From an optimization exercise on the open Yosys and OpenROAD flow, aimed at small area, a short achievable clock period and few clock cycles; shortcuts taken in it are not production practice. RTL that was checked went through simulation tests only; none was proved equivalent to the original. Power and IR drop assume default switching activity.

==> flow/design.v <==
module rs485_crc8_step (
    input  wire [7:0] acc,
    input  wire [7:0] din,
    output wire [7:0] acc_next
);
    reg [7:0] a;
    reg [7:0] w;
    integer   i;
    always @* begin
        a = acc;
        w = din;
        for (i = 0; i < 8; i = i + 1) begin
            if (a[0] ^ w[0])
                a = (a >> 1) ^ 8'h8C;
            else
                a = a >> 1;
            w = w >> 1;
        end
    end
    assign acc_next = a;
endmodule
module rs485_tx (
    input  wire       clk,
    input  wire       rst,
    input  wire       live,
    input  wire       tx_start,
    input  wire [7:0] tx_len,
    output wire       tx_start_ready,
    input  wire       tx_in_valid,
    input  wire [7:0] tx_in_data,
    output wire       tx_in_ready,
    output reg        tx_out_valid,
    output reg  [7:0] tx_out_data,
    input  wire       tx_out_ready
);
    localparam [7:0] STX = 8'h02;
    localparam [7:0] ETX = 8'h03;
    localparam [2:0] S_IDLE = 3'd0,
                     S_STX  = 3'd1,
                     S_LOAD = 3'd2,
                     S_HI   = 3'd3,
                     S_LO   = 3'd4,
                     S_ETX  = 3'd5,
                     S_CHI  = 3'd6,
                     S_CLO  = 3'd7;
    reg [2:0] state;
    reg [7:0] remaining;
    reg [7:0] data;
    reg [7:0] crc;
    wire [7:0] crc_next;
    rs485_crc8_step u_crc (
        .acc      (crc),
        .din      (data),
        .acc_next (crc_next)
    );
    wire last_sym  = (state == S_CLO);
    wire need_byte = ((state == S_STX) || (state == S_LO)) && (remaining != 8'd0);
    assign tx_start_ready = live && ((state == S_IDLE) || (last_sym && tx_out_ready));
    assign tx_in_ready    = (state == S_LOAD) || (need_byte && tx_out_ready);
    always @* begin
        tx_out_valid = 1'b1;
        case (state)
            S_STX:   tx_out_data = STX;
            S_HI:    tx_out_data = {data[7:4], ~data[7:4]};
            S_LO:    tx_out_data = {data[3:0], ~data[3:0]};
            S_ETX:   tx_out_data = ETX;
            S_CHI:   tx_out_data = {crc[7:4], ~crc[7:4]};
            S_CLO:   tx_out_data = {crc[3:0], ~crc[3:0]};
            default: begin
                tx_out_valid = 1'b0;
                tx_out_data  = 8'h00;
            end
        endcase
    end
    wire take_in    = tx_in_valid && tx_in_ready;
    wire take_start = tx_start && tx_start_ready;
    always @(posedge clk) begin
        if (rst) begin
            state <= S_IDLE;
        end else begin
            if (take_in) begin
                data      <= tx_in_data;
                remaining <= remaining - 8'd1;
            end
            if (take_start) begin
                remaining <= tx_len;
                crc       <= 8'h00;
            end
            case (state)
                S_IDLE:
                    if (take_start)
                        state <= S_STX;
                S_STX, S_LO:
                    if (tx_out_ready) begin
                        if (remaining == 8'd0)
                            state <= S_ETX;
                        else if (tx_in_valid)
                            state <= S_HI;
                        else
                            state <= S_LOAD;
                    end
                S_LOAD:
                    if (tx_in_valid)
                        state <= S_HI;
                S_HI:
                    if (tx_out_ready) begin
                        crc   <= crc_next;
                        state <= S_LO;
                    end
                S_ETX:
                    if (tx_out_ready)
                        state <= S_CHI;
                S_CHI:
                    if (tx_out_ready)
                        state <= S_CLO;
                default:  
                    if (tx_out_ready)
                        state <= take_start ? S_STX : S_IDLE;
            endcase
        end
    end
endmodule
module rs485_rx #(
    parameter DEPTH = 255
) (
    input  wire        clk,
    input  wire        rst,
    input  wire        init,
    input  wire [7:0]  init_cap,
    input  wire        shutdown,
    input  wire        rx_clear,
    input  wire [31:0] now,
    input  wire        rx_valid,
    input  wire [7:0]  rx_data,
    output wire        rx_ready,
    output wire        live,
    input  wire [7:0]  rd_addr,
    output wire [7:0]  rd_data,
    output wire        pkt_ready,
    output wire        pkt_started,
    output wire [7:0]  pkt_len,
    output wire [31:0] err_count,
    output wire [31:0] t_start
);
    localparam [7:0] STX = 8'h02;
    localparam [7:0] ETX = 8'h03;
    localparam [1:0] L_UNINIT = 2'd0,
                     L_LIVE   = 2'd1,
                     L_DOWN   = 2'd2;
    reg [1:0]  life;
    reg [7:0]  cap;
    reg [7:0]  pos;
    reg        started;
    reg        etx_seen;
    reg        hi_pend;
    reg [3:0]  hi_nib;
    reg        ready;
    reg [31:0] err_cnt;
    reg [31:0] t_start_r;
    reg [7:0]  crc;
    reg [7:0]  buffer [0:DEPTH-1];
    assign live     = (life == L_LIVE);
    assign rx_ready = live && !ready;
    wire       sym_valid = (rx_data[7:4] == ~rx_data[3:0]);
    wire [3:0] sym_nib   = rx_data[7:4];
    wire [7:0] assembled = {hi_nib, sym_nib};
    wire [7:0] crc_next;
    rs485_crc8_step u_crc (
        .acc      (crc),
        .din      (assembled),
        .acc_next (crc_next)
    );
    wire take = rx_valid && rx_ready;
    always @(posedge clk) begin
        if (pos != 8'd255)
            buffer[pos] <= assembled;
    end
    always @(posedge clk) begin
        if (rst) begin
            life <= L_UNINIT;
        end else if (life == L_UNINIT && init) begin
            life      <= L_LIVE;
            cap       <= init_cap;
            err_cnt   <= 32'd0;
            started   <= 1'b0;
            ready     <= 1'b0;
            pos       <= 8'd0;
        end else if (life == L_LIVE && shutdown) begin
            life <= L_DOWN;
        end else if (life == L_LIVE && rx_clear) begin
            started   <= 1'b0;
            ready     <= 1'b0;
            pos       <= 8'd0;
        end else if (take) begin
            if (rx_data == STX) begin
                started   <= 1'b1;
                etx_seen  <= 1'b0;
                pos       <= 8'd0;
                hi_pend   <= 1'b0;
                t_start_r <= now;
                crc       <= 8'd0;
            end else if (rx_data == ETX) begin
                etx_seen <= 1'b1;
            end else if (!started) begin
            end else if (!sym_valid) begin
                started   <= 1'b0;
                pos       <= 8'd0;
                err_cnt   <= err_cnt + 32'd1;
            end else if (!hi_pend) begin
                hi_nib  <= sym_nib;
                hi_pend <= 1'b1;
            end else begin
                hi_pend <= 1'b0;
                if (etx_seen) begin
                    if (assembled == crc) begin
                        ready <= 1'b1;
                    end else begin
                        started   <= 1'b0;
                        pos       <= 8'd0;
                        err_cnt   <= err_cnt + 32'd1;
                    end
                end else if (pos < cap) begin
                    pos         <= pos + 8'd1;
                    crc         <= crc_next;
                end else begin
                    started   <= 1'b0;
                    pos       <= 8'd0;
                    err_cnt   <= err_cnt + 32'd1;
                end
            end
        end
    end
    wire show = live && ready;
    assign pkt_ready   = show;
    assign pkt_started = live && started;
    assign pkt_len     = show ? pos : 8'd0;
    assign err_count   = live ? err_cnt : 32'd0;
    assign t_start     = (live && started) ? t_start_r : 32'd0;
    wire [3:0] dec0 = 4'd1 << rd_addr[1:0];
    wire [3:0] dec1 = 4'd1 << rd_addr[3:2];
    wire        rd_ok = show && rd_addr < pos;
    wire [15:0] dec2  = {16{rd_ok}} & (16'd1 << rd_addr[7:4]);
    wire [2047:0] lv0;
    wire [511:0]  lv1;
    wire [127:0]  lv2;
    wire [7:0]    rd_word;
    genvar w;
    generate
        for (w = 0; w < 256; w = w + 1) begin : g_lv0
            if (w < DEPTH) begin : g_used
                assign lv0[w*8 +: 8] = buffer[w];
            end else begin : g_unused
                assign lv0[w*8 +: 8] = 8'd0;
            end
        end
        for (w = 0; w < 64; w = w + 1) begin : g_lv1
            rs485_sel4 u_sel (.words(lv0[w*32 +: 32]), .sel(dec0), .out(lv1[w*8 +: 8]));
        end
        for (w = 0; w < 16; w = w + 1) begin : g_lv2
            rs485_sel4 u_sel (.words(lv1[w*32 +: 32]), .sel(dec1), .out(lv2[w*8 +: 8]));
        end
    endgenerate
    rs485_sel16 u_sel_top (.words(lv2), .sel(dec2), .out(rd_word));
    assign rd_data = rd_word;
endmodule
module rs485_sel4 (
    input  wire [31:0] words,
    input  wire [3:0]  sel,
    output wire [7:0]  out
);
    assign out = (words[7:0]   & {8{sel[0]}}) | (words[15:8]  & {8{sel[1]}}) |
                 (words[23:16] & {8{sel[2]}}) | (words[31:24] & {8{sel[3]}});
endmodule
module rs485_sel16 (
    input  wire [127:0] words,
    input  wire [15:0]  sel,
    output reg  [7:0]   out
);
    integer i;
    always @* begin
        out = 8'd0;
        for (i = 0; i < 16; i = i + 1)
            out = out | (words[i*8 +: 8] & {8{sel[i]}});
    end
endmodule
module rs485_core (
    input  wire        clk,
    input  wire        rst,
    input  wire        init,
    input  wire [7:0]  init_cap,
    input  wire        shutdown,
    input  wire        rx_clear,
    input  wire [31:0] now,
    output wire        live,
    input  wire        rx_valid,
    input  wire [7:0]  rx_data,
    output wire        rx_ready,
    output wire        pkt_ready,
    output wire        pkt_started,
    output wire [7:0]  pkt_len,
    output wire [31:0] err_count,
    output wire [31:0] t_start,
    input  wire [7:0]  rd_addr,
    output wire [7:0]  rd_data,
    input  wire        tx_start,
    input  wire [7:0]  tx_len,
    output wire        tx_start_ready,
    input  wire        tx_in_valid,
    input  wire [7:0]  tx_in_data,
    output wire        tx_in_ready,
    output wire        tx_out_valid,
    output wire [7:0]  tx_out_data,
    input  wire        tx_out_ready
);
    rs485_rx u_rx (
        .clk         (clk),
        .rst         (rst),
        .init        (init),
        .init_cap    (init_cap),
        .shutdown    (shutdown),
        .rx_clear    (rx_clear),
        .now         (now),
        .rx_valid    (rx_valid),
        .rx_data     (rx_data),
        .rx_ready    (rx_ready),
        .live        (live),
        .rd_addr     (rd_addr),
        .rd_data     (rd_data),
        .pkt_ready   (pkt_ready),
        .pkt_started (pkt_started),
        .pkt_len     (pkt_len),
        .err_count   (err_count),
        .t_start     (t_start)
    );
    rs485_tx u_tx (
        .clk            (clk),
        .rst            (rst),
        .live           (live),
        .tx_start       (tx_start),
        .tx_len         (tx_len),
        .tx_start_ready (tx_start_ready),
        .tx_in_valid    (tx_in_valid),
        .tx_in_data     (tx_in_data),
        .tx_in_ready    (tx_in_ready),
        .tx_out_valid   (tx_out_valid),
        .tx_out_data    (tx_out_data),
        .tx_out_ready   (tx_out_ready)
    );
endmodule
Settings: LEC_CHECK=0, CAP_MARGIN=20, CORE_MARGIN=2, CORE_UTILIZATION=50, PLACE_DENSITY=0.65, SETUP_SLACK_MARGIN=3, SLEW_MARGIN=20, SYNTH_HIERARCHICAL=1, SYNTH_MINIMUM_KEEP_SIZE=0; clock period 8.0 ns.
standard.sh (not shown) runs the stock make flow with config.mk's settings and CLKGATE_MAP_FILE= SYNTH_SCRIPT=/design/flow/synth_recipe.tcl, a recipe that flattens the netlist after the stock synthesis.
==> flow/flow/run.sh <==
#!/bin/bash
# Standard layout with three changes to how it is made: ports are buffered
# with buf_2 instead of the delay buffer buffer_ports picks by default,
# the clock tree uses clkbuf_16 in clusters of up to 24 flip-flops without dummy loads, and the resizer may
# change a cell's footprint.
set -euo pipefail
bash standard.sh finish \
  "BUFFER_PORTS_ARGS=-buffer_cell sky130_fd_sc_hd__buf_2" \
  "CTS_ARGS=-sink_clustering_enable -repair_clock_nets -dont_use_dummy_load -buf_list sky130_fd_sc_hd__clkbuf_16 -sink_clustering_size 24 -sink_clustering_max_diameter 80" \
  "MATCH_CELL_FOOTPRINT=0" > flow.log 2>&1
Edit:
--- a/flow/design.v
+++ b/flow/design.v
@@ -239,9 +239,11 @@
     wire [3:0] dec0 = 4'd1 << rd_addr[1:0];
     wire [3:0] dec1 = 4'd1 << rd_addr[3:2];
-    wire        rd_ok = show && rd_addr < pos;
-    wire [15:0] dec2  = {16{rd_ok}} & (16'd1 << rd_addr[7:4]);
+    wire [3:0] dec2 = 4'd1 << rd_addr[5:4];
+    wire       rd_ok = show && rd_addr < pos;
+    wire [3:0] dec3 = {4{rd_ok}} & (4'd1 << rd_addr[7:6]);
     wire [2047:0] lv0;
     wire [511:0]  lv1;
     wire [127:0]  lv2;
+    wire [31:0]   lv3;
     wire [7:0]    rd_word;
     genvar w;
@@ -260,6 +262,9 @@
             rs485_sel4 u_sel (.words(lv1[w*32 +: 32]), .sel(dec1), .out(lv2[w*8 +: 8]));
         end
+        for (w = 0; w < 4; w = w + 1) begin : g_lv3
+            rs485_sel4 u_sel (.words(lv2[w*32 +: 32]), .sel(dec2), .out(lv3[w*8 +: 8]));
+        end
     endgenerate
-    rs485_sel16 u_sel_top (.words(lv2), .sel(dec2), .out(rd_word));
+    rs485_sel4 u_sel_top (.words(lv3), .sel(dec3), .out(rd_word));
     assign rd_data = rd_word;
 endmodule
@@ -272,16 +277,4 @@
                  (words[23:16] & {8{sel[2]}}) | (words[31:24] & {8{sel[3]}});
 endmodule
-module rs485_sel16 (
-    input  wire [127:0] words,
-    input  wire [15:0]  sel,
-    output reg  [7:0]   out
-);
-    integer i;
-    always @* begin
-        out = 8'd0;
-        for (i = 0; i < 16; i = i + 1)
-            out = out | (words[i*8 +: 8] & {8{sel[i]}});
-    end
-endmodule
 module rs485_core (
     input  wire        clk,
Wire length fell by 4.6%.
Non-clock buffer count falls by 20.
Total power shrinks by 0.31%.
Design area goes down by 0.73%.
Die area barely changes.
Flip-flop and latch count stays the same.
Worst setup slack gets better by 0.12 ns.
Hold slack gets worse by 0.0048 ns.
Testbench counts after the change, summed over its fixed seeds: cycles 18,058.
The RTL of the first run of this note was laid out without a check of its function.

==> separate check: timing with driven ports <==
The results above use ideal ports. As a check the final layouts listed here were re-extracted and re-timed, cells and wires unchanged. Step 1: set_driving_cell puts a clkbuf_16 on clk and a buf_2 on each other input, an assumption about the parent block. Step 2 moves the port delays by t, midway between the first and last clock arrival at a register: inputs arrive t later, outputs are due t later. That takes back most of the time a late clock gives input paths. a / b / c = no drivers / after step 1 / after step 2; a / b = the first two.
| run | t, ns | slack for setup (ns) | worst slew at a driven data input, ns | cell pins on the clock port's net |
|---|---|---|---|---|
| the first run | 0.839 | 2.138 / 2.022 / 2.022 | 0.17 | 1 |
| the second run | 0.804 | 2.263 / 2.201 / 2.201 | 0.20 | 1 |
After both steps every run listed still meets setup and hold. The setup slack of the first run, which loses most, moves by -0.116 ns with the drivers and by -0.116 ns with both steps.
